Source: an optimization exercise on an open RTL-to-GDS flow (aim: small area, a short achievable clock period and few clock cycles). Production flows keep margins and buffers that such runs may drop. Where RTL was checked, it was by simulation tests only, not by an equivalence proof against the original. No functional check of the RTL was part of run 1. No activity file was given, so power comes from the tool's default toggle rates.

$ cat flow/design.v
module cksum_unit (
    input  wire        clk,
    input  wire        clear,       
    input  wire [15:0] init,        
    input  wire        step,        
    input  wire [7:0]  byte_in,
    output wire        carry,       
    output wire [7:0]  x_q,         
    output wire [7:0]  y_q,         
    output wire        c_q          
);
    reg [7:0] x, y;
    reg       c;
    function [8:0] add8c(input [7:0] a, input [7:0] b, input ci);
        reg [8:0] g, p, gn, pn;
        integer i, d;
        begin
            g = {a & b, ci};
            p = {a ^ b, 1'b0};
            for (d = 1; d < 9; d = d * 2) begin
                for (i = 0; i < 9; i = i + 1) begin
                    if (i >= d) begin
                        gn[i] = g[i] | (p[i] & g[i-d]);
                        pn[i] = p[i] & p[i-d];
                    end else begin
                        gn[i] = g[i];
                        pn[i] = p[i];
                    end
                end
                g = gn;
                p = pn;
            end
            add8c = {g[8], (a ^ b) ^ g[7:0]};
        end
    endfunction
    wire [8:0] add = add8c(x, byte_in, c);
    always @(posedge clk) begin
        if (clear) begin
            x <= init[15:8];
            y <= init[7:0];
            c <= 1'b0;
        end else if (step) begin
            x <= y;
            y <= add[7:0];
            c <= add[8];
        end
    end
    assign carry = step ? add[8] : c;
    assign x_q   = x;
    assign y_q   = y;
    assign c_q   = c;
endmodule
module udp_tx_engine (
    input  wire        clk,
    input  wire        rst,
    input  wire        cmd_valid,
    output wire        cmd_ready,
    input  wire        cmd_op,
    input  wire [15:0] cmd_sport,
    input  wire [15:0] cmd_dport,
    input  wire [31:0] cmd_dst_ip,
    input  wire [15:0] cmd_len,
    input  wire        in_valid,
    output wire        in_ready,
    input  wire [7:0]  in_data,
    output wire        out_valid,
    input  wire        out_ready,
    output wire [7:0]  out_data,
    output wire        out_last,
    output wire        res_valid,
    output wire [1:0]  res_code,
    output wire [15:0] res_cksum
);
    localparam [15:0] MAX_PLEN = 16'd4054;    
    reg        cr;                  
    reg        c_ck, c_udp, c_nz;   
    reg        hv;                  
    reg [31:0] dst;
    reg [15:0] sp, dp;
    reg [5:0]  hidx;                
    reg        hl_q;                
    reg [7:0]  hb;                  
    reg [15:0] cnt;                 
    reg        cnz;                 
    reg        up;                  
    reg        ckb;                 
    reg        kv;                  
    reg        kodd;                
    reg        ir;                  
    reg        irm;                 
    reg [7:0]  sd;                  
    reg        sl;
    reg        sv;                  
    reg        ov;
    reg [7:0]  od;
    reg        ol;
    reg        rv, rck, rbig;
    function [15:0] dec16(input [15:0] a);       
        reg [15:0] z, zn;                        
        integer i, d;
        begin
            z = {~a[14:0], 1'b1};
            for (d = 1; d < 16; d = d * 2) begin
                for (i = 0; i < 16; i = i + 1)
                    zn[i] = (i >= d) ? (z[i] & z[i-d]) : z[i];
                z = zn;
            end
            dec16 = a ^ z;
        end
    endfunction
    function [11:0] add12(input [11:0] a, input [11:0] b);
        reg [11:0] g, p, gn, pn;
        integer i, d;
        begin
            g = {a[10:0] & b[10:0], 1'b0};
            p = {a[10:0] ^ b[10:0], 1'b0};
            for (d = 1; d < 12; d = d * 2) begin
                for (i = 0; i < 12; i = i + 1) begin
                    if (i >= d) begin
                        gn[i] = g[i] | (p[i] & g[i-d]);
                        pn[i] = p[i] & p[i-d];
                    end else begin
                        gn[i] = g[i];
                        pn[i] = p[i];
                    end
                end
                g = gn;
                p = pn;
            end
            add12 = a ^ b ^ g;
        end
    endfunction
    function [5:0] inc6(input [5:0] a);
        integer i;
        begin
            for (i = 0; i < 6; i = i + 1)
                inc6[i] = a[i] ^ (&(a | ~((6'd1 << i) - 6'd1)));
        end
    endfunction
    wire fire_ck  = cr & c_ck;
    wire fire_udp = cr & c_udp;
    wire fire_big = cr & ~c_ck & ~c_udp;
    wire in_fire  = in_valid & ir;
    wire pay_fire = in_fire & ~irm;
    wire ck_fire  = in_fire & irm;
    wire od_free  = ~ov | out_ready;
    wire hload    = od_free & (hv | fire_udp) & ~up & ~sv;
    wire hlast    = (hidx == 6'd41);
    wire xfer     = hload & hlast;            
    wire        cnt_one = (cnt == 16'd1);
    wire [15:0] cnt_dec = dec16(cnt);
    reg  [7:0] hc_byte;
    always @* begin
        case (hidx[3:0])
            4'd1:    hc_byte = {4'd0, cnt[11:8]};
            4'd2:    hc_byte = cnt[7:0];
            4'd3:    hc_byte = dst[31:24];
            4'd4:    hc_byte = dst[23:16];
            4'd5:    hc_byte = dst[15:8];
            4'd6:    hc_byte = dst[7:0];
            default: hc_byte = 8'd0;
        endcase
    end
    wire       cu_carry;
    wire [7:0] cu_x, cu_y;
    wire       hs_step = hl_q & (hidx >= 6'd2) & (hidx <= 6'd10);
    wire       cu_step = kv | hs_step | (ckb & ~cnz & (cu_carry_q | kodd));
    wire       cu_carry_q;
    cksum_unit u_cksum (
        .clk     (clk),
        .clear   (fire_udp | fire_ck),
        .init    (c_ck ? 16'h0000 : 16'hB53C),
        .step    (cu_step),
        .byte_in ((kv ? sd : 8'd0) | hb),
        .carry   (cu_carry),
        .x_q     (cu_x),
        .y_q     (cu_y),
        .c_q     (cu_carry_q)
    );
    wire kodd_n = fire_ck ? 1'b0 : (kodd ^ cu_step);
    wire [11:0] tot_len = add12(cnt[11:0], 12'd28);
    wire [11:0] udp_len = add12(cnt[11:0], 12'd8);
    reg [7:0] hbyte;
    always @* begin
        case (hidx)
            6'd0:  hbyte = 8'h52;  6'd1:  hbyte = 8'h55;  6'd2:  hbyte = 8'h0a;
            6'd3:  hbyte = 8'h00;  6'd4:  hbyte = 8'h02;  6'd5:  hbyte = 8'h02;
            6'd6:  hbyte = 8'h52;  6'd7:  hbyte = 8'h54;  6'd8:  hbyte = 8'h00;
            6'd9:  hbyte = 8'h12;  6'd10: hbyte = 8'h34;  6'd11: hbyte = 8'h56;
            6'd12: hbyte = 8'h08;  6'd13: hbyte = 8'h00;
            6'd14: hbyte = 8'h45;  6'd15: hbyte = 8'h00;
            6'd16: hbyte = {4'd0, tot_len[11:8]};
            6'd17: hbyte = tot_len[7:0];
            6'd22: hbyte = 8'd100; 6'd23: hbyte = 8'd17;
            6'd24: hbyte = ~cu_y;
            6'd25: hbyte = ~cu_x;
            6'd26: hbyte = 8'h0a;  6'd27: hbyte = 8'h00;
            6'd28: hbyte = 8'h02;  6'd29: hbyte = 8'h0f;
            6'd30: hbyte = dst[31:24]; 6'd31: hbyte = dst[23:16];
            6'd32: hbyte = dst[15:8];  6'd33: hbyte = dst[7:0];
            6'd34: hbyte = sp[15:8];   6'd35: hbyte = sp[7:0];
            6'd36: hbyte = dp[15:8];   6'd37: hbyte = dp[7:0];
            6'd38: hbyte = {4'd0, udp_len[11:8]};
            6'd39: hbyte = udp_len[7:0];
            default: hbyte = 8'h00;
        endcase
    end
    wire fire    = fire_udp | fire_ck;
    wire hv_n    = (hv & ~xfer) | fire_udp;
    wire up_n    = xfer ? cnz : (up & ~(pay_fire & cnt_one));
    wire cnz_n   = fire ? c_nz : (in_fire ? ~cnt_one : cnz);
    wire ck_done = rv & rck;                  
    wire ck_res_n = ckb & ~ck_done & ~cnz & ~cu_carry & ~kodd_n;
    wire ckb_n   = (ckb & ~ck_done) | fire_ck;
    wire sv_n    = od_free ? 1'b0 : (sv | pay_fire);
    wire ir_pay_n = up_n & ~sv_n;
    wire ir_ck_n  = ckb_n & cnz_n & ~sv_n;
    wire len_big = (cmd_len > MAX_PLEN);
    wire cr_n = cmd_valid & ~cr & ~hv_n & ~up_n & (~ckb_n | ck_res_n);
    always @(posedge clk) begin
        if (rst) begin
            cr   <= 1'b0;
            hv   <= 1'b0;
            hidx <= 6'd0;
            hl_q <= 1'b0;
            up   <= 1'b0;
            ckb  <= 1'b0;
            kv   <= 1'b0;
            kodd <= 1'b0;
            ir   <= 1'b0;
            irm  <= 1'b0;
            sv   <= 1'b0;
            ov   <= 1'b0;
            rv   <= 1'b0;
            rck  <= 1'b0;
            rbig <= 1'b0;
        end else begin
            cr   <= cr_n;
            hv   <= hv_n;
            if (hload) hidx <= hlast ? 6'd0 : inc6(hidx);
            hl_q <= hload;
            up   <= up_n;
            ckb  <= ckb_n;
            kv   <= ck_fire;
            kodd <= kodd_n;
            ir   <= ir_pay_n | ir_ck_n;
            irm  <= ir_ck_n;
            sv   <= sv_n;
            if (od_free) ov <= sv | pay_fire | hload;
            rv   <= ck_res_n | fire_udp | fire_big;
            rck  <= ck_res_n;
            rbig <= fire_big;
        end
    end
    always @(posedge clk) begin
        c_ck  <= cmd_op;
        c_udp <= ~cmd_op & ~len_big;
        c_nz  <= (cmd_len != 16'd0);
        if (fire_udp) begin
            dst <= cmd_dst_ip;
            sp  <= cmd_sport;
            dp  <= cmd_dport;
        end
        hb <= hc_byte;
        if (fire)         cnt <= cmd_len;
        else if (in_fire) cnt <= cnt_dec;
        cnz <= cnz_n;
        if (ir) begin
            sd <= in_data;
            sl <= cnt_one;
        end
        if (od_free) begin
            if (sv) begin
                od <= sd;
                ol <= sl;
            end else if (ir & ~irm) begin
                od <= in_data;
                ol <= cnt_one;
            end else begin
                od <= hbyte;
                ol <= hlast & ~cnz;
            end
        end
    end
    assign cmd_ready = cr;
    assign in_ready  = ir;
    assign out_valid = ov;
    assign out_data  = od;
    assign out_last  = ol;
    assign res_valid = rv;
    assign res_code  = {rbig, 1'b0};
    assign res_cksum = ~{cu_x, cu_y};
endmodule
$ cat flow/flow/run.sh
#!/bin/bash
# Layout flow: the standard ORFS flow, with plain buffers (rather than
# the delay cell buffer_ports picks by default) as the port buffers.
set -euo pipefail
bash standard.sh BUFFER_PORTS_ARGS="-buffer_cell sky130_fd_sc_hd__buf_2" finish > orfs_make.log 2>&1
$ cat flow/standard.sh
#!/bin/bash
# synth_recipe.tcl (not shown) runs the flow's synth.tcl, then flattens the netlist and writes it again
# the make line also repeats each setting of config.mk as NAME=value (left out here)
make -C /OpenROAD-flow-scripts/flow DESIGN_CONFIG=/design/flow/config.mk WORK_HOME=/design/flow/orfs CLKGATE_MAP_FILE= SYNTH_SCRIPT=/design/flow/synth_recipe.tcl "${@:-finish}"
$ cat flow/config.mk
export PLATFORM = sky130hd
export DESIGN_NAME = udp_tx_engine
export DESIGN_NICKNAME = udp_tx_engine
export VERILOG_FILES = /design/flow/design.v
export SDC_FILE = /design/flow/constraint.sdc
export NUM_CORES = 4
export LEC_CHECK = 0
export CAP_MARGIN = 20
export CORE_MARGIN = 2
export CORE_UTILIZATION = 40
export PLACE_DENSITY = 0.6
export SETUP_SLACK_MARGIN = 4.0
export SLEW_MARGIN = 20
$ cat flow/constraint.sdc
create_clock -name core_clock -period 6.0 [get_ports {clk}]
set_input_delay 1.2000 -clock core_clock [delete_from_list [all_inputs] [get_ports {clk}]]
set_output_delay 1.2000 -clock core_clock [all_outputs]
set_load 0.01 [all_outputs]
==> results of run 1 <==
-- layout make-up --
cell class,instances,share of cell area (%)
tap,234,2.72
timing repair buffer,238,15.7
clock buffer,17,3.95
multi-input combinational,503,36.3
clock inverter,15,1.66
inverter,35,1.30
sequential,147,38.3
-- per-stage QoR --
step                      utilization (%)  cell area, µm²  cells  hold slack [ps]
final                                57.5           10800   1189              505
after global routing                 57.5           10800   1189              523
after CTS                            53.7           10000   1151              500
after detailed placement             45.3            8470   1048              460
after global placement               45.3            8470   1048              476
after floorplan                         -            7790    736              424
-- flip-flops by register name, summed over array words and instances, names as in the netlist, 6 cells and up --
register	count
hb	8
cnt	16
dst	32
sd	8
dp	16
hidx	6
sp	16
od	8
u_cksum.y	8
u_cksum.x	8
-- final timing paths --
path | start | to | slack [ps] | depth (start not counted)
max reg2reg | hidx[2] | rv | 3620 | 7
min | c_nz | cnz | 510 | 2
max | hidx[2] | rv | 3620 | 7
min reg2reg | c_nz | cnz | 510 | 2
-- cell usage in the layout, fill, tap and decap left out, types with 11 or more instances in the layout --
cell	n
nand2_1	53
xnor2_1	18
nor2_1	61
inv_1	20
buf_6	28
a22oi_1	20
inv_2	11
buf_4	91
clkbuf_16	18
ha_1	11
edfxtp_1	114
nand3_1	20
a21o_1	11
buf_2	113
a21oi_1	34
o21ai_0	31
dfxtp_1	21
-- worst reg2reg max path: stages (launching register included) --
cell	delay [ps]
dfxtp_4	350
buf_12	130
or4_4	540
o2111ai_4	100
and3b_2	260
mux2i_1	250
or4b_4	530
a21oi_2	140
-- repair_timing --
item | CTS | global route
gates resized for setup | 104 | 88
buffers inserted | 70 | 36
pin swaps | 32 | 50
gates cloned | 1 | 2
endpoints found under the setup margin | 100 | 95
-- power breakdown --
group | internal (mW) | total, mW | switching (mW)
logic | 0.0891 | 0.195 | 0.106
registers | 1.12 | 1.13 | 0.0167
clock network | 0.659 | 1.10 | 0.443
total | 1.87 | 2.43 | 0.566
-- layer usage --
metal	routed length, µm	GRT usage, %	vias to the layer above
li1	-	-	3176
met1	11400	35.9	3259
met2	11900	39.4	393
met3	2000	5.08	57
met4	736	7.84	0
met5	0	0	-
-- kinds of logic after synthesis --
family | after synthesis | synth area share, %
AO/OA/AOI/OAI | 195 | 17.4
XOR/XNOR | 27 | 3.11
adder cells (fa/ha/maj) | 22 | 3.71
buffers and inverters | 86 | 4.50
flip-flops | 147 | 53.6
multiplexers | 9 | 1.23
other | 1 | 0.0492
AND/OR/NAND/NOR | 249 | 16.3
==> results.py, run 1 <==
metrics = {
    "worst_setup_path": {
        "critPathArrivalTime_ps": 2730,
        "critPathKind": "reg2reg",
        "crit_buf_inv": 1,
        "crit_chain": "buf_12 > or4_4 > o2111ai_4 > and3b_2 > mux2i_1 > or4b_4 > a21oi_2",
        "worst_setup_path_end_kind": "register",
        "crit_required_ps": 6350,
        "critPathSlowestCell": "or4_4",
        "max_stage_delay_ps": 540,
        "start_kind": "register",
        "crit_fanout": 5,
        "path_delay_family": "simple AND/OR/NAND/NOR gates",
    },
    "drt": {
        "dr.pass1.iters": 5,
        "ant_nets": 0,
        "viasPerCell": 5.79,
        "wl_per_cell_um": 21.9,
        "drt_wl_total_um": 26000,
        "drtIter0Drc": 631,
        "drc": 0,
        "vias": 6885,
    },
    "synthesis": {
        "synth-seq-cells": 147,
        "syn_nets": 852,
        "ys.flop_type": "edfxtp_1",
        "yosys_warnings": 2,
        "synth_common_cells": "114 x edfxtp_1, 67 x nor2_1, 59 x nand2_1, 42 x a21oi_1, 38 x o21ai_0",
        "yosysSeqAreaShare_pct": 53.6,
        "ys_types": 68,
        "synth.most_common_cell": "edfxtp_1",
        "synth_edf_count": 114,
        "yosysTopAreaCellShare_pct": 45.0,
        "synth_area_mm2": 0.00761,
        "post-synth-top-area-cell": "edfxtp_1",
        "syn_inst": 736,
        "syn_avg_cell_area_um2": 10.3,
        "synthTopCellsByArea": "edfxtp_1 45%, dfxtp_1 8.7%, ha_1 3.5%",
        "synthArstFlopShare_pct": 0,
    },
    "finish": {
        "diodes": 0,
        "regArea_mm2": 0.00412,
        "area.growth.synth_to_final_pct": 41.3,
        "multi_input_area_mm2": 0.00391,
        "fillers": 1548,
        "drive_above_1_share_pct": 42.3,
        "fin_nets": 1058,
    },
    "timing": {
        "fin_crit_ps": 2380,
        "worstMarginPinSlew_ps": 588,
        "max_slew_margin_pct": 60.8,
        "min_period_over_period_pct": 39.7,
        "worst_slack_ps": 3620,
        "final_max_slew_viol_count": 0,
        "hold_violations": 0,
        "finalSetupViolations": 0,
        "max_freq_mhz": 420,
        "final.setup_skew_ps": 11.3,
        "rsz0062_at_grt": "yes",
        "setup_tns_ps": 0,
    },
    "placement": {
        "place_hpwl_um": 17100,
        "pre_cts_ws_ps": 2860,
        "place.port_buffers": 123,
        "globalplace.congestion": 0.964,
    },
    "clock_tree": {
        "htreeDepth": 4,
        "ctsHoldBuffers": 0,
        "cts_root_buffer": "clkbuf_16",
        "clock-sinks": 147,
        "cts_tree": "built",
        "clock_latency_ps": 420,
        "cts_max_path_buffers": 2,
        "path_clk_slew_ps": 60,
        "cts_buffers": 17,
    },
    "die": {
        "rows": 50,
        "io-pin-count": 125,
        "die_area_mm2": 0.0202,
        "coreArea_mm2": 0.0187,
        "dieWidth_um": 142,
        "die_h_um": 142,
        "initial_utilization_pct": 40.7,
    },
    "global_routing": {
        "grt_overflow_total": 0,
        "first_global_vias": 6425,
        "grt_max_degree": 66,
        "grt_pass1_wl_um": 38000,
        "grtUsageTotal_pct": 25.3,
        "antenna_found_initial": 0,
    },
    "min_path": {
        "hold_path_class": "reg2reg",
    },
    "power_and_ir_drop": {
        "p_per_area_mw_per_mm2": 226,
        "p_leak_nw": 4.24,
        "ir_drop_uv": 281,
        "power.total_mw": 2.43,
    },
    "run_status": {
        "status": "complete, no violations",
    },
    "flow_run": {
        "drv_cap": 0,
    },
}
==> run 2, diff against run 1 <==
--- a/flow/design.v
+++ b/flow/design.v
@@ -5,11 +5,11 @@
     input  wire        step,        
     input  wire [7:0]  byte_in,
     output wire        carry,       
-    output wire [7:0]  x_q,         
-    output wire [7:0]  y_q,         
+    output wire [7:0]  nx_q,        
+    output wire [7:0]  ny_q,        
     output wire        c_q          
 );
-    reg [7:0] x, y;
+    reg [7:0] nx, ny;
     reg       c;
     function [8:0] add8c(input [7:0] a, input [7:0] b, input ci);
         reg [8:0] g, p, gn, pn;
@@ -33,21 +33,21 @@
             add8c = {g[8], (a ^ b) ^ g[7:0]};
         end
     endfunction
-    wire [8:0] add = add8c(x, byte_in, c);
+    wire [8:0] add = add8c(~nx, byte_in, c);
     always @(posedge clk) begin
         if (clear) begin
-            x <= init[15:8];
-            y <= init[7:0];
+            nx <= ~init[15:8];
+            ny <= ~init[7:0];
             c <= 1'b0;
         end else if (step) begin
-            x <= y;
-            y <= add[7:0];
+            nx <= ny;
+            ny <= ~add[7:0];
             c <= add[8];
         end
     end
     assign carry = step ? add[8] : c;
-    assign x_q   = x;
-    assign y_q   = y;
+    assign nx_q  = nx;
+    assign ny_q  = ny;
     assign c_q   = c;
 endmodule
 module udp_tx_engine (
@@ -78,7 +78,7 @@
     reg [31:0] dst;
     reg [15:0] sp, dp;
     reg [5:0]  hidx;                
-    reg        hl_q;                
+    reg        hs_q;                
     reg [7:0]  hb;                  
     reg [15:0] cnt;                 
     reg        cnz;                 
@@ -162,9 +162,8 @@
         endcase
     end
     wire       cu_carry;
-    wire [7:0] cu_x, cu_y;
-    wire       hs_step = hl_q & (hidx >= 6'd2) & (hidx <= 6'd10);
-    wire       cu_step = kv | hs_step | (ckb & ~cnz & (cu_carry_q | kodd));
+    wire [7:0] cu_nx, cu_ny;
+    wire       cu_step = kv | hs_q | (ckb & ~cnz & (cu_carry_q | kodd));
     wire       cu_carry_q;
     cksum_unit u_cksum (
         .clk     (clk),
@@ -173,8 +172,8 @@
         .step    (cu_step),
         .byte_in ((kv ? sd : 8'd0) | hb),
         .carry   (cu_carry),
-        .x_q     (cu_x),
-        .y_q     (cu_y),
+        .nx_q    (cu_nx),
+        .ny_q    (cu_ny),
         .c_q     (cu_carry_q)
     );
     wire kodd_n = fire_ck ? 1'b0 : (kodd ^ cu_step);
@@ -192,8 +191,8 @@
             6'd16: hbyte = {4'd0, tot_len[11:8]};
             6'd17: hbyte = tot_len[7:0];
             6'd22: hbyte = 8'd100; 6'd23: hbyte = 8'd17;
-            6'd24: hbyte = ~cu_y;
-            6'd25: hbyte = ~cu_x;
+            6'd24: hbyte = cu_ny;
+            6'd25: hbyte = cu_nx;
             6'd26: hbyte = 8'h0a;  6'd27: hbyte = 8'h00;
             6'd28: hbyte = 8'h02;  6'd29: hbyte = 8'h0f;
             6'd30: hbyte = dst[31:24]; 6'd31: hbyte = dst[23:16];
@@ -222,7 +221,7 @@
             cr   <= 1'b0;
             hv   <= 1'b0;
             hidx <= 6'd0;
-            hl_q <= 1'b0;
+            hs_q <= 1'b0;
             up   <= 1'b0;
             ckb  <= 1'b0;
             kv   <= 1'b0;
@@ -238,7 +237,7 @@
             cr   <= cr_n;
             hv   <= hv_n;
             if (hload) hidx <= hlast ? 6'd0 : inc6(hidx);
-            hl_q <= hload;
+            hs_q <= hload & (hidx >= 6'd1) & (hidx <= 6'd9);
             up   <= up_n;
             ckb  <= ckb_n;
             kv   <= ck_fire;
@@ -289,5 +288,5 @@
     assign out_last  = ol;
     assign res_valid = rv;
     assign res_code  = {rbig, 1'b0};
-    assign res_cksum = ~{cu_x, cu_y};
+    assign res_cksum = {cu_nx, cu_ny};
 endmodule
==> run 2 against run 1 <==
Net effect: via count decreased by 1.5%; sequential share of layout area rose by 1.5 points; wire length is 1.6% lower; clock skew fell by 1.9 ps; total power down 0.60%; largest cell class unchanged.
==> results.py, run 2 <==
metrics = {
    "run_status": {
        "status": "complete, no violations",
    },
    "finish": {
        "final_cell_mix": "118 x buf_2, 114 x edfxtp_1, 70 x nand2_1, 61 x buf_4, 47 x nor2_1",
        "regArea_mm2": 0.00412,
        "multi_input_area_mm2": 0.00386,
        "largest_reg_flops": 32,
        "final_common_cell": "buf_2",
        "fin_nets": 1022,
        "fillers": 1666,
        "instances_no_fill": 1178,
        "diodes": 0,
        "final_core_util_pct": 55.0,
        "area.growth.synth_to_final_pct": 34.0,
        "fin_area_mm2": 0.0104,
        "drive_above_1_share_pct": 37.0,
        "top_register": "dst",
    },
    "power_and_ir_drop": {
        "power.total_mw": 2.42,
        "swShare_pct": 22.9,
        "p_int_mw": 1.86,
        "comb_power_share_pct": 7.6,
        "net-switching-power_mw": 0.553,
        "ir_drop_uv": 190,
        "p_per_area_mw_per_mm2": 234,
        "p_seq_share_pct": 47.1,
        "p_leak_nw": 4.01,
        "p_clk_share_pct": 45.3,
    },
    "timing": {
        "final.setup_skew_ps": 9.44,
        "max_slew_margin_pct": 44.5,
        "min_period_over_period_pct": 38.6,
        "max_freq_mhz": 432,
        "worstMarginPinSlew_ps": 832,
        "rsz0062_at_grt": "yes",
        "fin_crit_ps": 2310,
        "setup_tns_ps": 0,
        "worst_slack_ps": 3690,
        "whs_ps": 488,
        "final_max_slew_viol_count": 0,
        "finalSetupViolations": 0,
        "hold_violations": 0,
    },
    "drt": {
        "vias": 6783,
        "viasPerCell": 5.76,
        "drt_wl_total_um": 25600,
        "drc": 0,
        "wl_per_cell_um": 21.7,
        "dr.pass1.iters": 6,
        "drtIter0Drc": 1006,
        "ant_nets": 0,
    },
    "placement": {
        "place_hpwl_um": 17400,
        "placed_cell_area_mm2": 0.00859,
        "place.port_buffers": 123,
        "globalplace.congestion": 0.980,
        "pre_cts_ws_ps": 3180,
        "place_inst": 1077,
    },
    "die": {
        "io-pin-count": 125,
        "die_area_mm2": 0.0204,
        "initial_utilization_pct": 41.0,
        "rows": 50,
        "die_h_um": 143,
        "coreArea_mm2": 0.0188,
        "dieWidth_um": 143,
    },
    "worst_setup_path": {
        "critPathArrivalTime_ps": 2450,
        "setup.worst_path.start": "hidx[1]",
        "worst_setup_path_end_kind": "register",
        "crit_fanout": 4,
        "critPathKind": "reg2reg",
        "start_kind": "register",
        "crit_required_ps": 6130,
        "r2r-start": "hidx[1]",
    },
    "synthesis": {
        "ys_types": 76,
        "syn_inst": 738,
        "synth_common_cells": "114 x edfxtp_1, 78 x nand2_1, 54 x nor2_1, 37 x a22oi_1, 35 x o21ai_0",
        "yosysSeqAreaShare_pct": 52.9,
        "synth_area_mm2": 0.00772,
        "synth_edf_count": 114,
        "synthTopCellsByArea": "edfxtp_1 44%, dfxtp_1 8.6%, nand2_1 3.8%",
        "yosys_warnings": 2,
        "ys.flop_type": "edfxtp_1",
        "synth.most_common_cell": "edfxtp_1",
        "synthArstFlopShare_pct": 0,
        "post-synth-top-area-cell": "edfxtp_1",
        "syn_avg_cell_area_um2": 10.5,
        "synth-seq-cells": 147,
        "yosysTopAreaCellShare_pct": 44.3,
        "syn_nets": 855,
    },
    "clock_tree": {
        "ctsHoldBuffers": 0,
        "htreeDepth": 4,
        "cts_tree": "built",
        "cts_max_path_buffers": 2,
        "path_clk_slew_ps": 70,
        "cts_root_buffer": "clkbuf_16",
        "cts_buffers": 17,
        "clock-sinks": 147,
        "clock_latency_ps": 430,
    },
    "min_path": {
        "min-delay-start": "hv",
        "hold_path_class": "reg2reg",
    },
    "global_routing": {
        "grt_max_degree": 51,
        "antenna_found_initial": 0,
        "grt_overflow_total": 0,
        "grt_pass1_wl_um": 37400,
        "first_global_vias": 6472,
        "grtUsageTotal_pct": 24.6,
    },
    "flow_run": {
        "drv_cap": 0,
    },
}
## run 2: changes by cell type after synthesis, moves of 5 or more
cell / change
nand2_1: +19
nand3b_1: +8
nor2_1: -13
a21oi_1: -9
clkbuf_1: -8
nand2b_1: +6
a22o_1: -5
a22oi_1: +15
nand3_1: -9
## run 2: repair_timing
action / CTS / global route
resized for setup: 90 / 47
endpoints found under the setup margin: 97 / 60
setup buffers: 52 / 14
pin swaps: 18 / 28
gates cloned: 1 / 2
## run 2: cells by family after synthesis
| family | after synthesis | synth area share [%] |
|---|---|---|
| fa+ha+maj | 23 | 3.82 |
| flops | 147 | 52.9 |
| buf+inv | 79 | 4.45 |
| other cells | 1 | 0.0485 |
| compound gates | 192 | 17.2 |
| simple gates | 265 | 18.0 |
| mux | 4 | 0.535 |
| xor+xnor | 27 | 3.06 |
## run 2: worst paths after layout
check,to,slack [ps],cells past startpoint
setup reg to reg,od[3],3690,8
hold / removal,hv,490,2
setup / recovery,od[3],3690,8
hold reg to reg,hv,490,2
## run 2: critical path, cell delays in order, from the launching register on
cell and delay, ps:
dfxtp_4 390, inv_4 60, ha_4 190, buf_12 130, nor4b_4 120, a311o_1 330, or4_4 490, o21ai_4 190
a222oi_1 120
## run 2: power by group through the flow
stage | Clock [mW] | Combinational [mW] | Sequential (mW)
2_1_floorplan | 0 | 0.0734 | 1.16
3_3_place_gp | 0 | 0.134 | 1.17
3_5_place_dp | 0 | 0.135 | 1.17
4_1_cts | 1.11 | 0.171 | 1.14
5_1_grt | 1.16 | 0.199 | 1.14
6_report | 1.10 | 0.183 | 1.14
## run 2: cell type report
| type | count | share of cell area (%) |
|---|---|---|
| inverters | 31 | 1.43 |
| flip-flops and latches | 147 | 39.8 |
| clock buffers | 18 | 4.15 |
| repair buffers | 195 | 12.4 |
| clock inverters | 14 | 1.73 |
| repair inverters | 1 | 0.0846 |
| well taps | 260 | 3.14 |
| multi-input cells | 512 | 37.3 |
## run 2: routing by layer
| layer | vias to the layer above | wire length, µm | global-route usage, % |
|---|---|---|---|
| li1 | 3105 | - | - |
| met5 | - | 0 | 0 |
| met3 | 59 | 2260 | 4.66 |
| met1 | 3237 | 10800 | 34.1 |
| met2 | 382 | 11600 | 37.7 |
| met4 | 0 | 916 | 10.8 |
Testbench counts of run 2, summed over its fixed seeds: cycles 200,144.
==> run 3, diff against run 2 <==
==> flow/flow/run.sh (replaced) <==
#!/bin/bash
# Layout flow: the standard ORFS flow, with small plain buffers (rather than
# the delay cell buffer_ports picks by default) as the port buffers.
set -euo pipefail
bash standard.sh BUFFER_PORTS_ARGS="-buffer_cell sky130_fd_sc_hd__buf_1" finish > orfs_make.log 2>&1
--- a/flow/config.mk
+++ b/flow/config.mk
@@ -8,6 +8,7 @@
 export CAP_MARGIN = 20
 export CORE_MARGIN = 2
 export CORE_UTILIZATION = 40
+export CTS_BUF_LIST = sky130_fd_sc_hd__clkbuf_4 sky130_fd_sc_hd__clkbuf_8
 export PLACE_DENSITY = 0.6
 export SETUP_SLACK_MARGIN = 4.0
 export SLEW_MARGIN = 20
==> run 3 against run 2 <==
Net effect: clock-buffer cell count up 3; core utilization down 0.95 points; die area unchanged; non-clock buffer count up 14; critical path type unchanged; cell count up 1.3%; wire length down 0.20%; combinational power about the same; worst hold slack better by 5.1 ps; total power down 14%; fmax down 0.70%; setup slack worse by 16 ps; register-to-register slack worse by 20 ps.
==> results.py, run 3 <==
metrics = {
    "run_status": {
        "status": "complete, no violations",
    },
    "synthesis": {
        "yosysSeqAreaShare_pct": 52.9,
        "syn_nets": 855,
        "synth.most_common_cell": "edfxtp_1",
        "synth_top_family_by_area": "simple AND/OR/NAND/NOR gates",
        "post-synth-top-area-cell": "edfxtp_1",
        "synth_compound_gate_area_share_pct": 17.2,
        "yosys_warnings": 2,
        "synth_area_mm2": 0.00772,
        "synthArstFlopShare_pct": 0,
        "ys.flop_type": "edfxtp_1",
        "synth_edf_count": 114,
        "ys_types": 76,
        "synth-simple-area-share_pct": 18.0,
        "synthAdderAreaFrac_pct": 3.82,
        "synthMuxAreaShare_pct": 0.534,
        "synth-xor-area-share_pct": 3.06,
        "synth_common_cells": "114 x edfxtp_1, 78 x nand2_1, 54 x nor2_1, 37 x a22oi_1, 35 x o21ai_0",
        "yosysTopAreaCellShare_pct": 44.3,
        "synth-seq-cells": 147,
        "synthTopCellsByArea": "edfxtp_1 44%, dfxtp_1 8.6%, nand2_1 3.8%",
        "syn_inst": 738,
        "syn_avg_cell_area_um2": 10.5,
    },
    "die": {
        "die_h_um": 143,
        "initial_utilization_pct": 41.0,
        "io-pin-count": 125,
        "rows": 50,
        "dieWidth_um": 143,
        "die_area_mm2": 0.0204,
        "coreArea_mm2": 0.0188,
    },
    "worst_setup_path": {
        "critPathKind": "reg2reg",
        "cp-endpoint": "od[5]",
        "r2r-start": "hidx[1]",
        "crit_fanout": 8,
        "timing.rr.end": "od[5]",
        "setup.worst_path.start": "hidx[1]",
        "crit_required_ps": 6170,
        "r2r_cells": 9,
        "ff2ff_setup_slack_ps": 3670,
        "start_kind": "register",
        "worst_setup_path_end_kind": "register",
        "critPathArrivalTime_ps": 2500,
    },
    "placement": {
        "pre_cts_ws_ps": 3230,
        "place.port_buffers": 123,
        "globalplace.congestion": 1.02,
        "place_hpwl_um": 17300,
    },
    "drt": {
        "wl_per_cell_um": 21.4,
        "viasPerCell": 5.79,
        "ant_nets": 0,
        "vias": 6904,
        "drt_wl_total_um": 25600,
        "drc": 0,
        "dr.pass1.iters": 6,
        "drtIter0Drc": 1142,
    },
    "clock_tree": {
        "cts_max_path_buffers": 2,
        "clock_latency_ps": 460,
        "cts_buffers": 17,
        "clock-sinks": 147,
        "cts_root_buffer": "clkbuf_8",
        "htreeDepth": 4,
        "cts_tree": "built",
        "ctsHoldBuffers": 0,
        "path_clk_slew_ps": 90,
    },
    "timing": {
        "finalSetupViolations": 0,
        "setup_tns_ps": 0,
        "worst_slack_ps": 3670,
        "final.setup_skew_ps": 14.6,
        "max_freq_mhz": 429,
        "hold_violations": 0,
        "final_max_slew_viol_count": 0,
        "fin_crit_ps": 2330,
        "whs_ps": 493,
        "max_slew_margin_pct": 37.6,
        "min_period_over_period_pct": 38.8,
        "worstMarginPinSlew_ps": 936,
        "rsz0062_at_grt": "yes",
    },
    "finish": {
        "final_common_cell": "edfxtp_1",
        "top_register": "dst",
        "largest_reg_flops": 32,
        "final_cell_mix": "114 x edfxtp_1, 93 x buf_1, 72 x buf_4, 69 x nand2_1, 47 x nor2_1",
        "drive_above_1_share_pct": 28.0,
        "final_core_util_pct": 54.0,
        "area.growth.synth_to_final_pct": 31.7,
        "fin_nets": 1036,
    },
    "global_routing": {
        "grt_overflow_total": 0,
        "grtUsageTotal_pct": 25.0,
        "grt_pass1_wl_um": 38100,
        "grt_max_degree": 36,
        "antenna_found_initial": 1,
        "first_global_vias": 6527,
    },
    "power_and_ir_drop": {
        "p_leak_nw": 3.70,
        "p_per_area_mw_per_mm2": 203,
        "power.total_mw": 2.07,
        "ir_drop_uv": 135,
    },
    "min_path": {
        "hold_path_class": "reg2reg",
        "min-delay-start": "irm",
    },
    "flow_run": {
        "drv_cap": 0,
    },
}
## run 3: cell counts after synthesis
No cell type changed its count.
## run 3: stage by stage
| step | std cells | instance area, µm² |
|---|---|---|
| after global routing | 1192 | 10200 |
| after global placement | 1077 | 8430 |
| final | 1193 | 10200 |
| after CTS | 1174 | 9880 |
| after floorplan | 738 | 7870 |
| after detailed placement | 1077 | 8430 |
## run 3: area by class of cell
class,count,area [µm²]
Clock buffer,21,283
Timing Repair Buffer,209,1320
Inverter,31,138
Multi-Input combinational cell,512,3880
Clock inverter,11,101
Sequential cell,147,4120
Antenna cell,1,2.50
Timing Repair inverter,1,8.76
Tap cell,260,325
Fill cell,1674,8660
## run 3: repair_timing
action                     CTS  global route
pin swaps                   42            20
buffers inserted            61            18
resized for setup          121            57
gates cloned                 4             0
setup endpoints to repair   96            81
## run 3: worst min path at each step
stage | slack, ps | cells after the start | to
final | 490 | 1 | kv
after global routing | 500 | 1 | kv
after CTS | 490 | 1 | kv
after detailed placement | 480 | 1 | rbig
after global placement | 470 | 1 | rbig
after floorplan | 440 | 2 | hb[5]
## run 3: critical path, stage by stage, from the launching register on
cell      delay [ps]
dfxtp_4          400
inv_4             60
ha_4             190
buf_6            140
buf_6            120
and2_4           170
a222oi_1         480
nand3_1          180
nor3_2           200
o31ai_1          100
## run 3: routing by layer
| layer | GRT usage [%] | vias up | routed length [µm] |
|---|---|---|---|
| met4 | 9.90 | 2 | 823 |
| met5 | 0 | - | 23 |
| met3 | 7.11 | 73 | 2370 |
| li1 | - | 3125 | - |
| met2 | 38.2 | 426 | 11600 |
| met1 | 33.7 | 3278 | 10800 |
## run 3: logic make-up after synthesis
| family | count (synthesis) |
|---|---|
| AO/OA/AOI/OAI | 192 |
| XOR/XNOR | 27 |
| adder cells (fa/ha/maj) | 23 |
| buffers and inverters | 79 |
| flip-flops | 147 |
| multiplexers | 4 |
| other | 1 |
| AND/OR/NAND/NOR | 265 |
## run 3: where the power goes
group	total (mW)	internal [mW]	switching, mW	leakage, nW
clock network	0.752	0.365	0.386	0.180
registers	1.14	1.12	0.0174	1.32
logic	0.180	0.0790	0.101	2.20
total	2.07	1.56	0.505	3.70
==> run 4, diff against run 3 <==
--- a/flow/config.mk
+++ b/flow/config.mk
@@ -10,5 +10,5 @@
 export CORE_UTILIZATION = 40
 export CTS_BUF_LIST = sky130_fd_sc_hd__clkbuf_4 sky130_fd_sc_hd__clkbuf_8
 export PLACE_DENSITY = 0.6
-export SETUP_SLACK_MARGIN = 4.0
+export SETUP_SLACK_MARGIN = 3.75
 export SLEW_MARGIN = 20
==> run 4 against run 3 <==
Net effect: register-to-register slack lost 20 ps; synthesized cell count is the same; largest power group unchanged; sequential share of layout area grew 1.9 points; via count shrank 4.1%; total power shrank 4.3%; global-route usage shrank 1.2 points; clock skew shrank 4.1 ps; still clean; flip-flop and latch count is the same; final area shrank 4.6%; fmax shrank 0.94%.
==> results.py, run 4 <==
metrics = {
    "run_status": {
        "status": "complete, no violations",
    },
    "worst_setup_path": {
        "worst_setup_path_end_kind": "register",
        "start_kind": "register",
        "r2r-start": "hidx[1]",
        "timing.rr.end": "od[6]",
        "crit_required_ps": 6170,
        "crit_fanout": 14,
        "ff2ff_setup_slack_ps": 3650,
        "critPathKind": "reg2reg",
        "r2r_cells": 7,
        "critPathArrivalTime_ps": 2530,
    },
    "synthesis": {
        "post-synth-top-area-cell": "edfxtp_1",
        "synthArstFlopShare_pct": 0,
        "ys_types": 76,
        "yosysTopAreaCellShare_pct": 44.3,
        "synth_area_mm2": 0.00772,
        "synth_common_cells": "114 x edfxtp_1, 78 x nand2_1, 54 x nor2_1, 37 x a22oi_1, 35 x o21ai_0",
        "synthTopCellsByArea": "edfxtp_1 44%, dfxtp_1 8.6%, nand2_1 3.8%",
        "yosys_warnings": 2,
        "yosysSeqAreaShare_pct": 52.9,
        "synth_edf_count": 114,
        "syn_avg_cell_area_um2": 10.5,
        "synth.most_common_cell": "edfxtp_1",
        "syn_nets": 855,
        "synth-seq-cells": 147,
        "ys.flop_type": "edfxtp_1",
        "syn_inst": 738,
    },
    "min_path": {
        "hold_depth": 1,
        "min-delay-start": "irm",
        "hold_end": "kv",
        "hold_path_class": "reg2reg",
    },
    "finish": {
        "final_common_cell": "edfxtp_1",
        "top_register": "dst",
        "drive_above_1_share_pct": 21.1,
        "fin_nets": 1014,
        "diodes": 0,
        "largest_reg_flops": 32,
        "final_cell_mix": "114 x edfxtp_1, 110 x buf_1, 73 x nand2_1, 58 x buf_4, 50 x nor2_1",
        "area.growth.synth_to_final_pct": 25.6,
    },
    "timing": {
        "worstMarginPinSlew_ps": 1130,
        "finalSetupViolations": 0,
        "setup_tns_ps": 0,
        "fin_crit_ps": 2350,
        "min_period_over_period_pct": 39.2,
        "hold_violations": 0,
        "rsz0062_at_grt": "yes",
        "max_slew_margin_pct": 24.4,
        "max_freq_mhz": 425,
        "final.setup_skew_ps": 10.5,
        "final_max_slew_viol_count": 0,
        "whs_ps": 487,
    },
    "global_routing": {
        "grtUsageTotal_pct": 23.8,
        "grt_pass1_wl_um": 36000,
        "grt_overflow_total": 0,
        "grt_max_degree": 70,
        "first_global_vias": 6120,
        "antenna_found_initial": 0,
    },
    "clock_tree": {
        "cts_tree": "built",
        "clock_latency_ps": 460,
        "clock-sinks": 147,
        "htreeDepth": 4,
        "cts_buffers": 17,
        "cts_max_path_buffers": 2,
        "cts_root_buffer": "clkbuf_8",
        "path_clk_slew_ps": 80,
    },
    "power_and_ir_drop": {
        "p_leak_nw": 3.49,
        "ir_drop_uv": 122,
        "power.total_mw": 1.98,
        "p_per_area_mw_per_mm2": 204,
    },
    "die": {
        "io-pin-count": 125,
        "rows": 50,
        "coreArea_mm2": 0.0188,
        "die_area_mm2": 0.0204,
        "die_h_um": 143,
        "initial_utilization_pct": 41.0,
        "dieWidth_um": 143,
    },
    "placement": {
        "place_hpwl_um": 17400,
        "place.port_buffers": 123,
        "globalplace.congestion": 0.966,
    },
    "drt": {
        "drtIter0Drc": 781,
        "wl_per_cell_um": 21.2,
        "ant_nets": 0,
        "vias": 6621,
        "viasPerCell": 5.66,
        "drt_wl_total_um": 24900,
        "drc": 0,
        "dr.pass1.iters": 6,
    },
    "flow_run": {
        "drv_cap": 0,
    },
}
[run 4: changes by cell type in the layout (fill, tap and decap cells not counted), sizes merged]
cell,before,now
buf,182,172
diode,1,0
clkinvlp,5,3
inv,34,32
clkinv,3,6
clkbuf,45,37
bufbuf,3,0
[run 4: worst max-delay path by stage]
stage	from	end	slack, ps	cells past startpoint
floorplan	out_ready	hidx[5]	3750	6
global placement	hidx[4]	od[6]	2970	6
detailed placement	hidx[1]	od[6]	3060	7
CTS	hidx[2]	od[5]	3530	7
global route	hidx[0]	od[3]	3640	8
finish	hidx[1]	od[6]	3650	7
[run 4: logic make-up after synthesis]
| group | synth area share [%] |
|---|---|
| buf+inv | 4.45 |
| fa+ha+maj | 3.82 |
| compound gates | 17.2 |
| other cells | 0.0485 |
| simple gates | 18.0 |
| xor+xnor | 3.06 |
| flops | 52.9 |
| mux | 0.535 |
[run 4: critical path, cell delays in order (launching register included)]
cell	delay, ps
dfxtp_4	380
ha_4	230
and4bb_2	270
nor2b_4	180
a222oi_1	460
a21boi_0	220
and4b_1	270
a221oi_1	60
[run 4: metal layers]
layer / up-vias / global-route usage [%] / routed length (µm) / part of all wire, %
li1: 3085 / - / - / -
met1: 3149 / 33.6 / 10900 / 44
met2: 336 / 35.6 / 11200 / 45
met3: 51 / 5.20 / 1960 / 7.9
met4: 0 / 9.74 / 789 / 3.2
met5: - / 0 / 0 / 0
[run 4: power by group]
| group | internal, mW | switching (mW) |
|---|---|---|
| clock network | 0.312 | 0.368 |
| logic | 0.0675 | 0.0925 |
| registers | 1.12 | 0.0196 |
| total | 1.50 | 0.480 |
[run 4: what timing repair did]
action                                  4_1_cts  5_1_grt
cloned                                        0        2
setup buffers                                29       30
gates resized for setup                      48       82
pin swaps                                    12       16
endpoints found under the setup margin       65       60
hold buffers                                  0        0
[run 4: layout make-up]
cell class | count | area [µm²]
timing repair buffer | 187 | 1020
multi-input combinational | 512 | 3740
timing repair inverter | 1 | 8.76
tap | 260 | 325
clock inverter | 10 | 63.8
fill | 1708 | 9130
clock buffer | 22 | 278
inverter | 31 | 150
sequential | 147 | 4110
[run 4: per-stage QoR]
stage	utilization [%]	setup WS, ps	instances	cell area [µm²]
floorplan	-	3750	738	7750
global placement	44.3	2970	1077	8340
CTS	48.3	3530	1138	9100
global route	51.5	3640	1170	9710
finish	51.5	3650	1170	9710
detailed placement	44.3	3060	1077	8350
==> run 5, diff against run 4 <==
--- a/flow/config.mk
+++ b/flow/config.mk
@@ -10,5 +10,5 @@
 export CORE_UTILIZATION = 40
 export CTS_BUF_LIST = sky130_fd_sc_hd__clkbuf_4 sky130_fd_sc_hd__clkbuf_8
 export PLACE_DENSITY = 0.6
-export SETUP_SLACK_MARGIN = 3.75
+export SETUP_SLACK_MARGIN = 3.85
 export SLEW_MARGIN = 20
==> run 5 against run 4 <==
Net effect: still clean on timing, DRC and antenna; setup slack improved by 63 ps; non-clock buffer count rose by 15; clock power rose by 22%; total power rose by 8.4%; synthesized area did not move; critical path depth rose by 2; fmax rose by 2.7%; core utilization rose by 1.9 points; clock-buffer cell count fell by 4; die area did not move; via count rose by 3.8%; largest cell class unchanged; highest routed layer unchanged.
==> results.py, run 5 <==
metrics = {
    "timing": {
        "min_period_over_period_pct": 38.2,
        "setup_tns_ps": 0,
        "final.setup_skew_ps": 16.2,
        "rsz0062_at_grt": "yes",
        "final_max_slew_viol_count": 0,
        "max_slew_margin_pct": 42.1,
        "max_freq_mhz": 437,
        "fin_crit_ps": 2290,
        "whs_ps": 480,
        "hold_violations": 0,
        "worstMarginPinSlew_ps": 868,
        "finalSetupViolations": 0,
    },
    "finish": {
        "largest_reg_flops": 32,
        "diodes": 0,
        "final_cell_mix": "114 x edfxtp_1, 94 x buf_1, 72 x nand2_1, 70 x buf_4, 48 x nor2_1",
        "top_register": "dst",
        "final_common_cell": "edfxtp_1",
        "fin_nets": 1028,
        "drive_above_1_share_pct": 26.6,
        "area.growth.synth_to_final_pct": 30.3,
    },
    "global_routing": {
        "grt_overflow_total": 0,
        "grt_pass1_wl_um": 37400,
        "grtUsageTotal_pct": 24.6,
        "antenna_found_initial": 0,
        "grt_max_degree": 70,
        "first_global_vias": 6392,
    },
    "worst_setup_path": {
        "r2r_cells": 9,
        "critPathKind": "reg2reg",
        "crit_required_ps": 6290,
        "worst_setup_path_end_kind": "register",
        "crit_fanout": 7,
        "start_kind": "register",
        "critPathArrivalTime_ps": 2580,
    },
    "die": {
        "die_area_mm2": 0.0204,
        "dieWidth_um": 143,
        "initial_utilization_pct": 41.0,
        "rows": 50,
        "die_h_um": 143,
        "coreArea_mm2": 0.0188,
        "io-pin-count": 125,
    },
    "power_and_ir_drop": {
        "p_per_area_mw_per_mm2": 213,
        "p_leak_nw": 3.66,
        "power.total_mw": 2.14,
        "ir_drop_uv": 142,
    },
    "clock_tree": {
        "ctsHoldBuffers": 0,
        "cts_buffers": 17,
        "clock_latency_ps": 460,
        "cts_root_buffer": "clkbuf_8",
        "clock-sinks": 147,
        "htreeDepth": 4,
        "cts_max_path_buffers": 2,
        "cts_tree": "built",
        "path_clk_slew_ps": 90,
    },
    "drt": {
        "ant_nets": 0,
        "vias": 6874,
        "wl_per_cell_um": 21.4,
        "dr.pass1.iters": 6,
        "drc": 0,
        "drt_wl_total_um": 25300,
        "viasPerCell": 5.81,
        "drtIter0Drc": 881,
    },
    "min_path": {
        "hold_depth": 1,
        "hold_path_class": "reg2reg",
    },
    "run_status": {
        "status": "complete, no violations",
    },
    "flow_run": {
        "drv_cap": 0,
    },
    "synthesis": {
        "syn_nets": 855,
        "synth_area_mm2": 0.00772,
        "yosys_warnings": 2,
        "synth-seq-cells": 147,
        "ys.flop_type": "edfxtp_1",
        "synth_common_cells": "114 x edfxtp_1, 78 x nand2_1, 54 x nor2_1, 37 x a22oi_1, 35 x o21ai_0",
        "ys_types": 76,
        "synth.most_common_cell": "edfxtp_1",
        "yosysSeqAreaShare_pct": 52.9,
        "synthArstFlopShare_pct": 0,
        "synth_edf_count": 114,
        "yosysTopAreaCellShare_pct": 44.3,
        "post-synth-top-area-cell": "edfxtp_1",
        "synthTopCellsByArea": "edfxtp_1 44%, dfxtp_1 8.6%, nand2_1 3.8%",
        "syn_inst": 738,
        "syn_avg_cell_area_um2": 10.5,
    },
    "placement": {
        "place_hpwl_um": 17300,
        "globalplace.congestion": 0.960,
        "place.port_buffers": 123,
    },
}
==> run 5: cell counts after synthesis <==
No cell type changed its count.
==> run 5: layer usage <==
layer	share of wire (%)	GRT usage [%]	up-vias	wire length, µm
li1	-	-	3106	-
met5	0	0	-	0
met3	9.6	7.04	72	2430
met1	42	33.6	3265	10700
met4	4.0	11.6	0	1010
met2	44	36.0	431	11200
==> run 5: worst max-delay path, stage by stage, from the launching register on <==
cell,delay [ps]
dfxtp_4,380
inv_4,80
ha_4,170
buf_6,140
nand4bb_1,100
a21oi_1,420
nor2b_1,190
o21ai_0,180
and4b_1,290
a221oi_2,180
==> run 5: final timing paths <==
path,startpoint,endpoint,slack (ps)
setup / recovery,hidx[1],od[6],3710
hold / removal,c_ck,rbig,480
setup reg to reg,hidx[1],od[6],3710
hold reg to reg,c_ck,rbig,480
==> run 5: stage by stage <==
step | std cells | cell area (µm²) | setup slack, ps | util (%)
2_1_floorplan | 738 | 7830 | 3790 | -
6_report | 1184 | 10100 | 3710 | 53.5
3_3_place_gp | 1077 | 8390 | 3220 | 44.5
4_1_cts | 1161 | 9560 | 3700 | 50.8
5_1_grt | 1184 | 10100 | 3660 | 53.5
3_5_place_dp | 1077 | 8390 | 3220 | 44.5
==> run 5: where the power goes <==
| group | switching [mW] | internal [mW] | total, mW |
|---|---|---|---|
| logic | 0.0984 | 0.0757 | 0.174 |
| clock network | 0.410 | 0.422 | 0.832 |
| registers | 0.0185 | 1.12 | 1.14 |
==> run 5: repair_timing <==
item,CTS,global route
cloned,1,1
endpoints found under the setup margin,83,67
gates resized for setup,91,79
pin swaps,25,23
setup buffers,51,22
hold endpoints to repair,0,0
==> run 5: kinds of logic after synthesis <==
kind of cell | Yosys count | synth area share, %
compound gates | 192 | 17.2
simple gates | 265 | 18.0
fa+ha+maj | 23 | 3.82
other cells | 1 | 0.0485
mux | 4 | 0.535
xor+xnor | 27 | 3.06
buf+inv | 79 | 4.45
flops | 147 | 52.9
==> run 5: layout make-up <==
cell class              instances  area, µm²
clock buffers                  18        241
clock inverters                14        175
fillers                      1689       8760
inverters                      31        134
multi-input cells             512       3870
flip-flops and latches        147       4110
well taps                     260        325
repair buffers                202       1210
==> run 6, diff against run 5 <==
--- a/flow/config.mk
+++ b/flow/config.mk
@@ -7,8 +7,8 @@
 export LEC_CHECK = 0
 export CAP_MARGIN = 20
 export CORE_MARGIN = 2
-export CORE_UTILIZATION = 40
+export CORE_UTILIZATION = 55
 export CTS_BUF_LIST = sky130_fd_sc_hd__clkbuf_4 sky130_fd_sc_hd__clkbuf_8
-export PLACE_DENSITY = 0.6
-export SETUP_SLACK_MARGIN = 3.85
+export PLACE_DENSITY = 0.75
+export SETUP_SLACK_MARGIN = 3.75
 export SLEW_MARGIN = 20
==> run 6 against run 5 <==
Net effect: via count rose by 1.9%; sequential power barely moved; first-iteration DRC count rose by 11%; clock skew fell by 1.8 ps; flip-flop and latch count did not move; total power fell by 1.1%; critical endpoint is now cr; critical path type unchanged; highest routed layer unchanged; die area fell by 27%; cell count fell by 7.1%.
==> results.py, run 6 <==
metrics = {
    "synthesis": {
        "ys_types": 76,
        "ys.flop_type": "edfxtp_1",
        "yosysSeqAreaShare_pct": 52.9,
        "syn_avg_cell_area_um2": 10.5,
        "yosysTopAreaCellShare_pct": 44.3,
        "syn_nets": 855,
        "synth_common_cells": "114 x edfxtp_1, 78 x nand2_1, 54 x nor2_1, 37 x a22oi_1, 35 x o21ai_0",
        "synthArstFlopShare_pct": 0,
        "post-synth-top-area-cell": "edfxtp_1",
        "synthTopCellsByArea": "edfxtp_1 44%, dfxtp_1 8.6%, nand2_1 3.8%",
        "synth-seq-cells": 147,
        "synth.most_common_cell": "edfxtp_1",
        "synth_edf_count": 114,
        "syn_inst": 738,
        "yosys_warnings": 2,
        "synth_area_mm2": 0.00772,
    },
    "clock_tree": {
        "cts_root_buffer": "clkbuf_8",
        "cts_buffers": 17,
        "cts_max_path_buffers": 2,
        "cts_tree": "built",
        "clock-sinks": 147,
        "ctsHoldBuffers": 0,
        "clock_latency_ps": 470,
        "path_clk_slew_ps": 80,
        "htreeDepth": 4,
    },
    "drt": {
        "drtIter0Drc": 982,
        "viasPerCell": 6.37,
        "ant_nets": 0,
        "dr.pass1.iters": 6,
        "drc": 0,
        "dr_wl_met2_um": 11900,
        "wl_per_cell_um": 23.2,
        "wl_met1_um": 9980,
        "met3_length_um": 2670,
        "vias": 7004,
        "dr.max_layer_used": "met4",
        "drt_wl_total_um": 25500,
    },
    "placement": {
        "pre_cts_ws_ps": 2880,
        "globalplace.congestion": 1.02,
        "place_hpwl_um": 17100,
        "place.port_buffers": 123,
        "placed_cell_area_mm2": 0.00823,
    },
    "worst_setup_path": {
        "r2r-start": "kv",
        "timing.rr.end": "cr",
        "start_kind": "register",
        "crit_fanout": 8,
        "critPathKind": "reg2reg",
        "ff2ff_setup_slack_ps": 3700,
        "worst_setup_path_end_kind": "register",
        "r2r_cells": 9,
        "critPathArrivalTime_ps": 2650,
        "crit_required_ps": 6350,
    },
    "timing": {
        "min_period_over_period_pct": 38.4,
        "rsz0062_at_grt": "yes",
        "finalSetupViolations": 0,
        "worst_slack_ps": 3700,
        "final.setup_skew_ps": 14.4,
        "hold_violations": 0,
        "max_slew_margin_pct": 41.0,
        "max_freq_mhz": 435,
        "worstMarginPinSlew_ps": 883,
        "fin_crit_ps": 2300,
        "final_max_slew_viol_count": 0,
        "setup_tns_ps": 0,
    },
    "die": {
        "io-pin-count": 125,
        "initial_utilization_pct": 56.1,
        "dieWidth_um": 123,
        "rows": 43,
        "die_area_mm2": 0.0150,
        "die_h_um": 123,
        "coreArea_mm2": 0.0138,
    },
    "global_routing": {
        "grt_overflow_total": 0,
        "first_global_vias": 6685,
        "grtUsageTotal_pct": 33.4,
        "grt_pass1_wl_um": 36900,
        "antenna_found_initial": 0,
        "grt_max_degree": 70,
    },
    "power_and_ir_drop": {
        "p_per_area_mw_per_mm2": 219,
        "ir_drop_uv": 189,
        "p_leak_nw": 3.51,
    },
    "finish": {
        "final_common_cell": "edfxtp_1",
        "fin_nets": 1024,
        "fillers": 1031,
        "regArea_mm2": 0.00411,
        "final_cell_mix": "114 x edfxtp_1, 112 x buf_1, 74 x nand2_1, 69 x buf_4, 50 x nor2_1",
        "drive_above_1_share_pct": 21.7,
        "top_register": "dst",
        "area.growth.synth_to_final_pct": 25.1,
        "largest_reg_flops": 32,
        "fin_area_mm2": 0.00966,
        "diodes": 0,
        "multi_input_area_mm2": 0.00368,
    },
    "min_path": {
        "min-delay-start": "c_ck",
        "hold_end": "rbig",
        "hold_depth": 1,
        "hold_path_class": "reg2reg",
    },
    "flow_run": {
        "drv_cap": 0,
    },
    "run_status": {
        "status": "complete, no violations",
    },
}
[run 6: changes by cell type in the layout (fill, tap and decap cells not counted), moves of 3 or more]
cell,change
buf_1,+18
clkbuf_2,-14
a22oi_1,+6
a22oi_2,-6
buf_6,-5
a21oi_1,+4
o21ai_0,+4
o21ai_1,-4
a21oi_2,-3
clkinv_2,-3
ha_4,-3
nand2_4,-3
[run 6: routing by layer]
metal,up-vias,global-route usage [%]
met5,-,0
met4,0,15.2
met3,93,8.74
met2,479,52.4
met1,3332,43.6
li1,3100,-
[run 6: through the flow]
| stage | total power, mW | cells | util, % | hold WS (ps) |
|---|---|---|---|---|
| 2_1_floorplan | 1.23 | 738 | - | 443 |
| 3_3_place_gp | 1.29 | 995 | 59.7 | 459 |
| 3_5_place_dp | 1.30 | 995 | 59.8 | 468 |
| 4_1_cts | 2.12 | 1077 | 67.2 | 480 |
| 5_1_grt | 2.19 | 1100 | 70.2 | 520 |
| 6_report | 2.12 | 1100 | 70.2 | 476 |
[run 6: cells by family after synthesis]
logic type,synth area share [%]
DFF,52.9
adders and majority gates,3.82
and+or+nand+nor,18.0
AOI/OAI and AO/OA,17.2
xor gates and xnor gates,3.06
muxes,0.535
buffers and inverters,4.45
other,0.0485
[run 6: report_power, final]
group          internal (mW)  switching, mW
Combinational         0.0689         0.0966
Sequential              1.12         0.0199
Clock                  0.421          0.395
Total                   1.61          0.512
[run 6: cell type report]
cell class | count | share of cell area [%]
Sequential cell | 147 | 42.6
Multi-Input combinational cell | 512 | 38.0
Timing Repair Buffer | 197 | 11.1
Clock buffer | 18 | 2.50
Tap cell | 180 | 2.33
Clock inverter | 14 | 1.83
Inverter | 31 | 1.55
Timing Repair inverter | 1 | 0.0906
[run 6: what timing repair did]
| action | 4_1_cts | 5_1_grt |
|---|---|---|
| endpoints found under the setup margin | 72 | 55 |
| gates resized for setup | 65 | 55 |
| hold endpoints to repair | 0 | 0 |
| setup buffers | 50 | 21 |
| gates cloned | 0 | 2 |
| pin swaps | 16 | 21 |
[run 6: worst max-delay path by stage]
stage | startpoint | to | slack, ps | cells past startpoint
floorplan | out_ready | hidx[5] | 3750 | 6
global placement | hidx[5] | od[6] | 2960 | 6
detailed placement | hidx[3] | od[6] | 2880 | 6
CTS | kv | u_cksum.ny[7] | 3680 | 8
global route | sd[0] | u_cksum.ny[7] | 3630 | 8
finish | kv | cr | 3700 | 9
[run 6: worst max-delay path: stages (launching register included)]
cell	delay, ps
dfxtp_4	390
buf_4	150
a21o_1	160
ha_1	350
a21oi_1	190
nand2_1	120
a31oi_4	250
o211ai_1	120
buf_4	160
a2111oi_4	280
==> run 7, diff against run 6 <==
--- a/flow/config.mk
+++ b/flow/config.mk
@@ -10,5 +10,5 @@
 export CORE_UTILIZATION = 55
 export CTS_BUF_LIST = sky130_fd_sc_hd__clkbuf_4 sky130_fd_sc_hd__clkbuf_8
 export PLACE_DENSITY = 0.75
-export SETUP_SLACK_MARGIN = 3.75
+export SETUP_SLACK_MARGIN = 3.6
 export SLEW_MARGIN = 20
==> run 7 against run 6 <==
Net effect: critical path depth fell by 1; sequential share of layout area rose by 2.1 points; sequential power barely moved; fmax fell by 5.9%; global-route usage fell by 1.3 points; wire length fell by 3.2%; synthesized area did not move; combinational power fell by 16%; setup slack got worse by 140 ps; synthesized cell count did not move; register-to-register slack got worse by 140 ps; core utilization fell by 3.4 points; critical path type unchanged; critical endpoint is now u_cksum.ny[7]; largest power group unchanged; highest routed layer is now met5.
==> results.py, run 7 <==
metrics = {
    "synthesis": {
        "synth-seq-cells": 147,
        "synth_edf_count": 114,
        "synth_common_cells": "114 x edfxtp_1, 78 x nand2_1, 54 x nor2_1, 37 x a22oi_1, 35 x o21ai_0",
        "post-synth-top-area-cell": "edfxtp_1",
        "syn_nets": 855,
        "yosys_warnings": 2,
        "ys.flop_type": "edfxtp_1",
        "syn_inst": 738,
        "synth_area_mm2": 0.00772,
        "synthTopCellsByArea": "edfxtp_1 44%, dfxtp_1 8.6%, nand2_1 3.8%",
        "ys_types": 76,
        "synth.most_common_cell": "edfxtp_1",
        "syn_avg_cell_area_um2": 10.5,
        "synthArstFlopShare_pct": 0,
        "yosysSeqAreaShare_pct": 52.9,
        "yosysTopAreaCellShare_pct": 44.3,
    },
    "finish": {
        "top_register": "dst",
        "final_core_util_pct": 66.8,
        "fillers": 1086,
        "area.growth.synth_to_final_pct": 19.1,
        "drive_above_1_share_pct": 13.9,
        "fin_nets": 983,
        "largest_reg_flops": 32,
        "final_cell_mix": "123 x buf_1, 114 x edfxtp_1, 73 x nand2_1, 51 x nor2_1, 37 x a22oi_1",
        "final_common_cell": "buf_1",
        "diodes": 0,
    },
    "worst_setup_path": {
        "crit_fanout": 2,
        "critPathKind": "reg2reg",
        "start_kind": "register",
        "crit_buf_inv": 0,
        "worst_setup_path_end_kind": "register",
        "crit_chain": "a21o_1 > fa_2 > a21o_1 > a21oi_2 > o21bai_2 > a2111oi_4 > nor3_1 > nand3b_1",
        "path_delay_family": "compound AO/OA/AOI/OAI gates",
        "critPathArrivalTime_ps": 2650,
        "cpMostUsedCell": "a21o_1",
        "crit_required_ps": 6200,
        "critPathSlowestCell": "edfxtp_1",
        "max_stage_delay_ps": 420,
    },
    "min_path": {
        "hold_path_class": "reg2reg",
    },
    "clock_tree": {
        "ctsHoldBuffers": 0,
        "clock_latency_ps": 460,
        "cts_buffers": 17,
        "htreeDepth": 4,
        "cts_max_path_buffers": 2,
        "path_clk_slew_ps": 80,
        "clock-sinks": 147,
        "cts_root_buffer": "clkbuf_8",
        "cts_tree": "built",
    },
    "placement": {
        "place_hpwl_um": 17200,
        "globalplace.congestion": 1.07,
        "place.port_buffers": 123,
        "pre_cts_ws_ps": 2970,
    },
    "timing": {
        "min_period_over_period_pct": 40.8,
        "fin_crit_ps": 2450,
        "final_max_slew_viol_count": 0,
        "rsz0062_at_grt": "yes",
        "hold_violations": 0,
        "worst_slack_ps": 3550,
        "worstMarginPinSlew_ps": 866,
        "max_freq_mhz": 409,
        "finalSetupViolations": 0,
        "setup_tns_ps": 0,
        "max_slew_margin_pct": 42.2,
        "final.setup_skew_ps": 14.5,
    },
    "power_and_ir_drop": {
        "net-switching-power_mw": 0.494,
        "p_int_mw": 1.63,
        "p_seq_share_pct": 54.0,
        "ir_drop_uv": 212,
        "p_per_area_mw_per_mm2": 230,
        "swShare_pct": 23.3,
        "comb_power_share_pct": 6.6,
        "p_leak_nw": 3.25,
        "p_clk_share_pct": 39.3,
    },
    "global_routing": {
        "first_global_vias": 6244,
        "grtUsageMet1_pct": 42.6,
        "grt_max_degree": 59,
        "grt_use_met2_pct": 48.8,
        "grtUsageMet3_pct": 10.5,
        "antenna_found_initial": 1,
        "grt_pass1_wl_um": 35400,
        "grt_overflow_total": 0,
        "top_usage_layer": "met2",
        "grtUsageTotal_pct": 32.1,
    },
    "drt": {
        "drc": 0,
        "ant_nets": 0,
        "drtIter0Drc": 1081,
        "wl_per_cell_um": 23.3,
        "viasPerCell": 6.36,
        "drt_wl_total_um": 24600,
        "vias": 6736,
        "dr.pass1.iters": 6,
    },
    "die": {
        "coreArea_mm2": 0.0138,
        "die_area_mm2": 0.0150,
        "initial_utilization_pct": 56.1,
        "io-pin-count": 125,
        "dieWidth_um": 123,
        "rows": 43,
        "die_h_um": 123,
    },
    "run_status": {
        "status": "complete, no violations",
    },
    "flow_run": {
        "drv_cap": 0,
    },
}
[run 7: cell counts after synthesis]
Identical to the previous run, type by type.
[run 7: final timing paths]
check	from	endpoint	slack, ps	cells after the start
setup reg to reg	sd[0]	u_cksum.ny[7]	3550	8
setup / recovery	sd[0]	u_cksum.ny[7]	3550	8
hold reg to reg	c_ck	rbig	480	1
hold / removal	c_ck	rbig	480	1
[run 7: layout make-up]
cell class / instances / area [µm²] / share of cell area, %
Timing Repair Buffer: 157 / 783 / 8.51
Clock inverter: 15 / 189 / 2.05
Multi-Input combinational cell: 512 / 3540 / 38.5
Inverter: 31 / 121 / 1.32
Sequential cell: 147 / 4110 / 44.6
Clock buffer: 17 / 234 / 2.54
Tap cell: 180 / 225 / 2.45
[run 7: logic make-up (layout without fill, tap and decap cells)]
| logic type | after synthesis | in the layout | share of synthesized area (%) |
|---|---|---|---|
| mux | 4 | 4 | 0.535 |
| simple gates | 265 | 265 | 18.0 |
| flops | 147 | 147 | 52.9 |
| compound gates | 192 | 192 | 17.2 |
| other cells | 1 | 1 | 0.0485 |
| buf+inv | 79 | 220 | 4.45 |
| fa+ha+maj | 23 | 23 | 3.82 |
| xor+xnor | 27 | 27 | 3.06 |
[run 7: power groups by stage]
stage / registers (mW) / clock network (mW) / logic, mW
finish: 1.15 / 0.834 / 0.140
global route: 1.15 / 0.878 / 0.154
CTS: 1.15 / 0.839 / 0.128
detailed placement: 1.17 / 0 / 0.123
global placement: 1.17 / 0 / 0.119
floorplan: 1.16 / 0 / 0.0708
[run 7: worst register-to-register path, cell delays in order, from the launching register on]
cell and delay, ps:
edfxtp_1 420, a21o_1 210, fa_2 360, a21o_1 190
a21oi_2 220, o21bai_2 130, a2111oi_4 400, nor3_1 100
nand3b_1 170
[run 7: stage by stage]
| stage | instance area [µm²] | hold slack, ps | total power [mW] | std cells |
|---|---|---|---|---|
| after floorplan | 7730 | 443 | 1.23 | 738 |
| after global placement | 8230 | 457 | 1.29 | 998 |
| after detailed placement | 8230 | 468 | 1.29 | 998 |
| after CTS | 8860 | 481 | 2.11 | 1034 |
| after global routing | 9200 | 528 | 2.18 | 1059 |
| final | 9200 | 477 | 2.12 | 1059 |
[run 7: layer usage]
layer,vias up,wire (µm)
met5,-,12
met4,2,857
met3,69,2630
met2,396,11100
met1,3248,10000
li1,3021,-
[run 7: what timing repair did]
item	4_1_cts	5_1_grt
resized for setup	49	28
buffers inserted	4	24
gates cloned	0	1
pin swaps	6	15
setup endpoints to repair	42	17

## port drivers added, routing unchanged
No port has a modelled driver above. Below, the same layouts with a new extraction and two added sets of constraints.
Step 1 sets driving cells, clkbuf_16 on the clock port and buf_2 on the other inputs (assumed; they add their load-dependent delay and slew).
Step 2 times the ports against the registers' clock, not the clock port: input delays grow and output delays shrink by t, the midpoint of the rising clock arrivals with the driver on.
a / b / c = ideal ports / drivers / drivers and shift; a / b = the first two.
| run | shift t [ns] | setup slack, ns | slew at the worst register clock pin (ns) |
|---|---|---|---|
| run 1 | 0.461 | 3.620 / 3.585 / 3.526 | 0.07 / 0.07 |
| run 2 | 0.462 | 3.685 / 3.685 / 3.474 | 0.07 / 0.07 |
| run 3 | 0.486 | 3.669 / 3.669 / 3.409 | 0.09 / 0.09 |
| run 4 | 0.489 | 3.647 / 3.647 / 3.329 | 0.08 / 0.08 |
| run 5 | 0.491 | 3.710 / 3.694 / 3.431 | 0.09 / 0.09 |
| run 6 | 0.497 | 3.699 / 3.699 / 3.394 | 0.09 / 0.09 |
| run 7 | 0.491 | 3.554 / 3.554 / 3.242 | 0.09 / 0.09 |
After both steps every run listed still meets setup and hold. The setup slack of run 4, which loses most, moves by 0.000 ns with the drivers and by -0.318 ns with both steps.
